This is an optimization exercise on Yosys and OpenROAD, whose aim is small area, a short achievable clock period and few clock cycles, not a production implementation. No activity file was given, so power comes from the tool's default toggle rates.

==> flow/design.v <==
module x86rs_mmu #(
    parameter NT = 8,       
    parameter N2 = 8        
) (
    input  wire        clk,
    input  wire        rst,             
    input  wire        req_valid,
    output reg         req_ready,
    input  wire [1:0]  req_op,          
    input  wire [1:0]  req_kind,        
    input  wire        req_user,        
    input  wire [63:0] req_opa,
    output reg         resp_valid,
    output reg  [1:0]  resp_status,     
    output wire [51:0] resp_pa,
    output reg         mem_req,
    output wire [51:3] mem_addr,
    input  wire        mem_gnt,
    input  wire        mem_rvalid,
    input  wire [63:0] mem_rdata
);
    localparam OP_TRANSLATE = 2'd0;
    localparam OP_WRROOT    = 2'd1;
    localparam OP_INVPG     = 2'd2;
    localparam KIND_FETCH = 2'd0;
    localparam KIND_WRITE = 2'd2;
    localparam RS_OK = 2'd0;
    localparam RS_PF = 2'd1;
    localparam RS_GP = 2'd2;
    localparam IT = (NT > 1) ? $clog2(NT) : 1;
    localparam I2 = (N2 > 1) ? $clog2(N2) : 1;
    function permits;
        input w, u, x;
        input [1:0] kind;
        input user;
        begin
            permits = 1'b1;
            if (user && !u) permits = 1'b0;
            if (kind == KIND_WRITE && !w) permits = 1'b0;
            if (kind == KIND_FETCH && !x) permits = 1'b0;
        end
    endfunction
    reg  [51:12] root;
    reg  [51:12] fb;                    
    reg  [11:0]  off;                   
    reg  [8:0]   ridx;                  
    assign resp_pa  = {fb, off};
    assign mem_addr = {fb, ridx};
    reg          look;                  
    reg          mwait;                 
    reg  [1:0]   level;                 
    reg          pw, pu, px;            
    reg  [1:0]   c_kind;
    reg          c_user;
    reg  [51:12] c_la;                  
    reg          c_inv;                 
    reg          c_wrroot;              
    reg  [NT-1:0] c_tfill;              
    reg          t_act;                 
    reg          p_act;                 
    reg  [NT-1:0] c_thitv;              
    reg  [N2-1:0] c_phitv;              
    reg  [N2-1:0] c_pfill;              
    reg  [I2-1:0] c_pidx;               
    reg          p2_v    [0:N2-1];
    reg  [47:21] p2_tag  [0:N2-1];
    reg  [51:12] p2_base [0:N2-1];
    reg          p2_w    [0:N2-1];
    reg          p2_u    [0:N2-1];
    reg          p2_x    [0:N2-1];
    reg  [N2-1:0] p_ref;                
    reg          tlb_v   [0:NT-1];
    reg  [I2-1:0] tlb_ptr [0:NT-1];     
    reg  [20:12] tlb_idx [0:NT-1];
    reg  [51:12] tlb_pfn [0:NT-1];
    reg          tlb_w   [0:NT-1];
    reg          tlb_u   [0:NT-1];
    reg          tlb_x   [0:NT-1];
    reg  [NT-1:0] t_ref;                
    wire req_canonical = (req_opa[63:47] == {17{1'b0}}) || (req_opa[63:47] == {17{1'b1}});
    reg  [N2-1:0] p_hitv;
    reg  [NT-1:0] t_hitv;
    integer       i;
    always @* begin
        for (i = 0; i < N2; i = i + 1)
            p_hitv[i] = p2_v[i] && p2_tag[i] == req_opa[47:21];
        for (i = 0; i < NT; i = i + 1)
            t_hitv[i] = tlb_v[i] && p_hitv[tlb_ptr[i]] && tlb_idx[i] == req_opa[20:12];
    end
    reg  [NT-1:0] l_thitv;
    reg  [N2-1:0] l_phitv;
    reg  [I2-1:0] l_pidx;
    reg  [51:12]  t_pfn;
    reg           t_w, t_u, t_x;
    reg  [51:12]  p_base;
    reg           p_w, p_u, p_x;
    reg  [IT-1:0] t_vict;
    reg  [N2-1:0] p_vict;
    reg  [I2-1:0] p_vidx;
    always @* begin
        for (i = 0; i < NT; i = i + 1) l_thitv[i] = c_thitv[i] && tlb_v[i];
        for (i = 0; i < N2; i = i + 1) l_phitv[i] = c_phitv[i] && p2_v[i];
        t_pfn = 40'd0; t_w = 1'b0; t_u = 1'b0; t_x = 1'b0;
        for (i = 0; i < NT; i = i + 1)
            if (l_thitv[i]) begin
                t_pfn = t_pfn | tlb_pfn[i];
                t_w = t_w | tlb_w[i];
                t_u = t_u | tlb_u[i];
                t_x = t_x | tlb_x[i];
            end
        p_base = 40'd0; p_w = 1'b0; p_u = 1'b0; p_x = 1'b0;
        l_pidx = {I2{1'b0}};
        for (i = 0; i < N2; i = i + 1)
            if (l_phitv[i]) begin
                l_pidx = l_pidx | i[I2-1:0];
                p_base = p_base | p2_base[i];
                p_w = p_w | p2_w[i];
                p_u = p_u | p2_u[i];
                p_x = p_x | p2_x[i];
            end
        t_vict = {IT{1'b0}};
        for (i = NT - 1; i >= 0; i = i - 1)
            if (!(tlb_v[i] && t_ref[i])) t_vict = i[IT-1:0];
        p_vict = {N2{1'b0}};
        p_vidx = {I2{1'b0}};
        for (i = N2 - 1; i >= 0; i = i - 1)
            if (!(p2_v[i] && p_ref[i])) begin
                p_vict = {{(N2-1){1'b0}}, 1'b1} << i;
                p_vidx = i[I2-1:0];
            end
    end
    wire t_hit = |l_thitv;
    wire p_hit = |l_phitv;
    reg [8:0] nidx;
    always @* begin
        case (level)
            2'd3:    nidx = c_la[38:30];
            2'd2:    nidx = c_la[29:21];
            default: nidx = c_la[20:12];
        endcase
    end
    wire nw = pw & mem_rdata[1];
    wire nu = pu & mem_rdata[2];
    wire nx = px & ~mem_rdata[63];
    wire [NT-1:0] t_vict1 = {{(NT-1){1'b0}}, 1'b1} << t_vict;
    always @(posedge clk) begin
        c_thitv <= t_hitv;
        c_phitv <= p_hitv;
        if (req_ready) begin
            c_kind  <= req_kind;
            c_user  <= req_user;
            c_la    <= req_opa[51:12];
            off     <= req_opa[11:0];
        end
        if (look) begin
            c_tfill <= t_vict1;
            c_pidx  <= p_hit ? l_pidx : p_vidx;
            c_pfill <= p_hit ? l_phitv : p_vict;
            fb <= t_hit ? t_pfn : p_hit ? p_base : root;
            if (p_hit) begin
                level <= 2'd0;
                ridx  <= c_la[20:12];
                pw <= p_w; pu <= p_u; px <= p_x;
            end else begin
                level <= 2'd3;
                ridx  <= c_la[47:39];
                pw <= 1'b1; pu <= 1'b1; px <= 1'b1;
            end
        end
        if (mwait) begin
            fb   <= mem_rdata[51:12];
            ridx <= nidx;
        end
        if (mwait && mem_rvalid) begin
            pw    <= nw;
            pu    <= nu;
            px    <= nx;
            if (level != 2'd0) level <= level - 2'd1;
        end
        for (i = 0; i < NT; i = i + 1)
            if (t_act && c_tfill[i]) begin
                tlb_ptr[i] <= c_pidx;
                tlb_idx[i] <= c_la[20:12];
                tlb_pfn[i] <= mem_rdata[51:12];
                tlb_w[i]   <= nw;
                tlb_u[i]   <= nu;
                tlb_x[i]   <= nx;
            end
        for (i = 0; i < N2; i = i + 1)
            if (p_act && c_pfill[i]) begin
                p2_tag[i]  <= c_la[47:21];
                p2_base[i] <= mem_rdata[51:12];
                p2_w[i]    <= nw;
                p2_u[i]    <= nu;
                p2_x[i]    <= nx;
            end
    end
    always @(posedge clk) begin
        resp_valid <= 1'b0;
        look       <= 1'b0;
        c_inv      <= 1'b0;
        c_wrroot   <= 1'b0;
        if (rst) begin
            req_ready <= 1'b1;
            mem_req   <= 1'b0;
            mwait     <= 1'b0;
            t_act     <= 1'b0;
            p_act     <= 1'b0;
            root      <= 40'd0;
            t_ref     <= {NT{1'b0}};
            p_ref     <= {N2{1'b0}};
            for (i = 0; i < NT; i = i + 1) tlb_v[i] <= 1'b0;
            for (i = 0; i < N2; i = i + 1) p2_v[i] <= 1'b0;
        end else begin
            if (req_ready && req_valid) begin
                case (req_op)
                    OP_WRROOT: begin
                        resp_valid <= 1'b1;
                        if (req_user) begin
                            resp_status <= RS_GP;
                        end else begin
                            resp_status <= RS_OK;
                            c_wrroot    <= 1'b1;
                        end
                    end
                    OP_INVPG: begin
                        resp_valid <= 1'b1;
                        if (req_user) begin
                            resp_status <= RS_GP;
                        end else begin
                            resp_status <= RS_OK;
                            c_inv       <= req_canonical;
                        end
                    end
                    default: begin
                        if (!req_canonical) begin
                            resp_valid  <= 1'b1;
                            resp_status <= RS_PF;
                        end else begin
                            req_ready <= 1'b0;
                            look      <= 1'b1;
                        end
                    end
                endcase
            end
            if (c_wrroot) begin
                root <= c_la;
                for (i = 0; i < NT; i = i + 1) tlb_v[i] <= 1'b0;
                for (i = 0; i < N2; i = i + 1) p2_v[i] <= 1'b0;
            end
            if (c_inv)
                for (i = 0; i < NT; i = i + 1)
                    if (c_thitv[i]) tlb_v[i] <= 1'b0;
            if (look) begin
                if (p_hit)
                    p_ref <= ((p_ref | l_phitv) == {N2{1'b1}}) ? l_phitv : (p_ref | l_phitv);
                if (t_hit) begin
                    resp_valid  <= 1'b1;
                    req_ready   <= 1'b1;
                    resp_status <= permits(t_w, t_u, t_x, c_kind, c_user) ? RS_OK : RS_PF;
                    t_ref <= ((t_ref | l_thitv) == {NT{1'b1}}) ? l_thitv : (t_ref | l_thitv);
                end else begin
                    mem_req <= 1'b1;
                    t_act   <= p_hit;
                end
            end
            if (mem_req && mem_gnt) begin
                mem_req <= 1'b0;
                mwait   <= 1'b1;
            end
            if (mwait && mem_rvalid) begin
                mwait <= 1'b0;
                t_act <= level == 2'd1 && mem_rdata[0];
                p_act <= level == 2'd2 && mem_rdata[0];
                if (!mem_rdata[0]) begin
                    resp_valid  <= 1'b1;
                    resp_status <= RS_PF;
                    req_ready   <= 1'b1;
                end else if (level != 2'd0) begin
                    mem_req <= 1'b1;
                end else begin
                    resp_valid  <= 1'b1;
                    req_ready   <= 1'b1;
                    resp_status <= permits(nw, nu, nx, c_kind, c_user) ? RS_OK : RS_PF;
                    t_ref <= ((t_ref | c_tfill) == {NT{1'b1}}) ? c_tfill : (t_ref | c_tfill);
                end
                if (level == 2'd0)
                    for (i = 0; i < NT; i = i + 1)
                        if (c_tfill[i]) tlb_v[i] <= mem_rdata[0];
                if (level == 2'd1) begin
                    for (i = 0; i < N2; i = i + 1)
                        if (c_pfill[i]) p2_v[i] <= mem_rdata[0];
                    for (i = 0; i < NT; i = i + 1)
                        if (tlb_ptr[i] == c_pidx) tlb_v[i] <= 1'b0;
                    if (mem_rdata[0])
                        p_ref <= ((p_ref | c_pfill) == {N2{1'b1}}) ? c_pfill : (p_ref | c_pfill);
                end
            end
        end
    end
endmodule
Settings: LEC_CHECK=0, ABC_CLOCK_PERIOD_IN_PS=3000, CAP_MARGIN=20, CORE_MARGIN=2, CORE_UTILIZATION=40, SETUP_SLACK_MARGIN=5, SLEW_MARGIN=20; clock period 8.0 ns.
run.sh (not shown) runs the stock make flow with config.mk's settings and CLKGATE_MAP_FILE= SYNTH_SCRIPT=/design/flow/synth_recipe.tcl, a recipe that flattens the netlist after the stock synthesis.
Rerun with:
--- a/flow/design.v
+++ b/flow/design.v
@@ -53,14 +53,17 @@
     reg  [1:0]   c_kind;
     reg          c_user;
     reg  [51:12] c_la;                  
     reg          c_inv;                 
     reg          c_wrroot;              
+    reg          c_canon;               
     reg  [NT-1:0] c_tfill;              
     reg          t_act;                 
     reg          p_act;                 
-    reg  [NT-1:0] c_thitv;              
+    reg  [NT-1:0] c_tidxv;              
+    reg  [NT-1:0] u_thitv;              
+    reg  [N2-1:0] u_phitv;              
     reg  [N2-1:0] c_phitv;              
     reg  [N2-1:0] c_pfill;              
     reg  [I2-1:0] c_pidx;               
     reg          p2_v    [0:N2-1];
     reg  [47:21] p2_tag  [0:N2-1];
@@ -77,18 +80,22 @@
     reg          tlb_u   [0:NT-1];
     reg          tlb_x   [0:NT-1];
     reg  [NT-1:0] t_ref;                
     wire req_canonical = (req_opa[63:47] == {17{1'b0}}) || (req_opa[63:47] == {17{1'b1}});
     reg  [N2-1:0] p_hitv;
-    reg  [NT-1:0] t_hitv;
+    reg  [NT-1:0] t_idxv;
     integer       i;
     always @* begin
         for (i = 0; i < N2; i = i + 1)
-            p_hitv[i] = p2_v[i] && p2_tag[i] == req_opa[47:21];
+            p_hitv[i] = p2_tag[i] == req_opa[47:21];
         for (i = 0; i < NT; i = i + 1)
-            t_hitv[i] = tlb_v[i] && p_hitv[tlb_ptr[i]] && tlb_idx[i] == req_opa[20:12];
+            t_idxv[i] = tlb_idx[i] == req_opa[20:12];
     end
+    reg  [NT-1:0] c_thitv;
+    always @*
+        for (i = 0; i < NT; i = i + 1)
+            c_thitv[i] = c_tidxv[i] && c_phitv[tlb_ptr[i]];
     reg  [NT-1:0] l_thitv;
     reg  [N2-1:0] l_phitv;
     reg  [I2-1:0] l_pidx;
     reg  [51:12]  t_pfn;
     reg           t_w, t_u, t_x;
@@ -142,16 +149,17 @@
     wire nw = pw & mem_rdata[1];
     wire nu = pu & mem_rdata[2];
     wire nx = px & ~mem_rdata[63];
     wire [NT-1:0] t_vict1 = {{(NT-1){1'b0}}, 1'b1} << t_vict;
     always @(posedge clk) begin
-        c_thitv <= t_hitv;
+        c_tidxv <= t_idxv;
         c_phitv <= p_hitv;
         if (req_ready) begin
             c_kind  <= req_kind;
             c_user  <= req_user;
             c_la    <= req_opa[51:12];
+            c_canon <= req_canonical;
             off     <= req_opa[11:0];
         end
         if (look) begin
             c_tfill <= t_vict1;
             c_pidx  <= p_hit ? l_pidx : p_vidx;
@@ -207,10 +215,12 @@
             t_act     <= 1'b0;
             p_act     <= 1'b0;
             root      <= 40'd0;
             t_ref     <= {NT{1'b0}};
             p_ref     <= {N2{1'b0}};
+            u_thitv   <= {NT{1'b0}};
+            u_phitv   <= {N2{1'b0}};
             for (i = 0; i < NT; i = i + 1) tlb_v[i] <= 1'b0;
             for (i = 0; i < N2; i = i + 1) p2_v[i] <= 1'b0;
         end else begin
             if (req_ready && req_valid) begin
                 case (req_op)
@@ -227,40 +237,42 @@
                         resp_valid <= 1'b1;
                         if (req_user) begin
                             resp_status <= RS_GP;
                         end else begin
                             resp_status <= RS_OK;
-                            c_inv       <= req_canonical;
+                            c_inv       <= 1'b1;
                         end
                     end
                     default: begin
-                        if (!req_canonical) begin
-                            resp_valid  <= 1'b1;
-                            resp_status <= RS_PF;
-                        end else begin
-                            req_ready <= 1'b0;
-                            look      <= 1'b1;
-                        end
+                        req_ready <= 1'b0;
+                        look      <= 1'b1;
                     end
                 endcase
             end
             if (c_wrroot) begin
                 root <= c_la;
                 for (i = 0; i < NT; i = i + 1) tlb_v[i] <= 1'b0;
                 for (i = 0; i < N2; i = i + 1) p2_v[i] <= 1'b0;
             end
-            if (c_inv)
+            if (|u_thitv)
+                t_ref <= ((t_ref | u_thitv) == {NT{1'b1}}) ? u_thitv : (t_ref | u_thitv);
+            if (|u_phitv)
+                p_ref <= ((p_ref | u_phitv) == {N2{1'b1}}) ? u_phitv : (p_ref | u_phitv);
+            u_thitv <= (look && c_canon) ? l_thitv : {NT{1'b0}};
+            u_phitv <= (look && c_canon) ? l_phitv : {N2{1'b0}};
+            if (c_inv && c_canon)
                 for (i = 0; i < NT; i = i + 1)
                     if (c_thitv[i]) tlb_v[i] <= 1'b0;
             if (look) begin
-                if (p_hit)
-                    p_ref <= ((p_ref | l_phitv) == {N2{1'b1}}) ? l_phitv : (p_ref | l_phitv);
-                if (t_hit) begin
+                if (!c_canon) begin
+                    resp_valid  <= 1'b1;
+                    req_ready   <= 1'b1;
+                    resp_status <= RS_PF;
+                end else if (t_hit) begin
                     resp_valid  <= 1'b1;
                     req_ready   <= 1'b1;
                     resp_status <= permits(t_w, t_u, t_x, c_kind, c_user) ? RS_OK : RS_PF;
-                    t_ref <= ((t_ref | l_thitv) == {NT{1'b1}}) ? l_thitv : (t_ref | l_thitv);
                 end else begin
                     mem_req <= 1'b1;
                     t_act   <= p_hit;
                 end
             end
@@ -280,22 +292,22 @@
                     mem_req <= 1'b1;
                 end else begin
                     resp_valid  <= 1'b1;
                     req_ready   <= 1'b1;
                     resp_status <= permits(nw, nu, nx, c_kind, c_user) ? RS_OK : RS_PF;
-                    t_ref <= ((t_ref | c_tfill) == {NT{1'b1}}) ? c_tfill : (t_ref | c_tfill);
+                    u_thitv     <= c_tfill;
                 end
                 if (level == 2'd0)
                     for (i = 0; i < NT; i = i + 1)
                         if (c_tfill[i]) tlb_v[i] <= mem_rdata[0];
                 if (level == 2'd1) begin
                     for (i = 0; i < N2; i = i + 1)
                         if (c_pfill[i]) p2_v[i] <= mem_rdata[0];
                     for (i = 0; i < NT; i = i + 1)
                         if (tlb_ptr[i] == c_pidx) tlb_v[i] <= 1'b0;
                     if (mem_rdata[0])
-                        p_ref <= ((p_ref | c_pfill) == {N2{1'b1}}) ? c_pfill : (p_ref | c_pfill);
+                        u_phitv <= c_pfill;
                 end
             end
         end
     end
 endmodule
Result:
- clock-buffer cell count came out higher by 14
- routed wire length grows by a few percent
- setup slack improves by 0.35 ns
- sequential power climbs by a few percent
- global-route usage rises by 0.58 points
Function was not checked in any run of this note: the RTL went through the layout flow alone.

-- separate check: timing with driven ports --
The results above use ideal ports. As a check the final layouts listed here were re-extracted and re-timed, cells and wires unchanged. Step 1 (the two cells are an assumption about what drives the block):
set clk [get_ports {clk}]
set_driving_cell -lib_cell sky130_fd_sc_hd__clkbuf_16 $clk
set_driving_cell -lib_cell sky130_fd_sc_hd__buf_2 [delete_from_list [all_inputs] $clk]
Step 2 moves the port delays by t, midway between the first and last clock arrival at a register: inputs arrive t later, outputs are due t later. That takes back most of the time a late clock gives input paths. Slacks: ideal / step 1 / step 2; pairs: ideal / step 1.
run	t, ns	slack for setup (ns)	latest minus earliest clock arrival (ns)
the first run	0.822	4.535 / 4.576 / 3.754	0.041 / 0.041
the second run	0.807	4.883 / 4.883 / 4.228	0.034 / 0.034
After both steps every run listed still meets setup and hold. For the first run, which loses most, drivers alone change the setup slack by +0.041 ns; drivers and shift together by -0.781 ns.
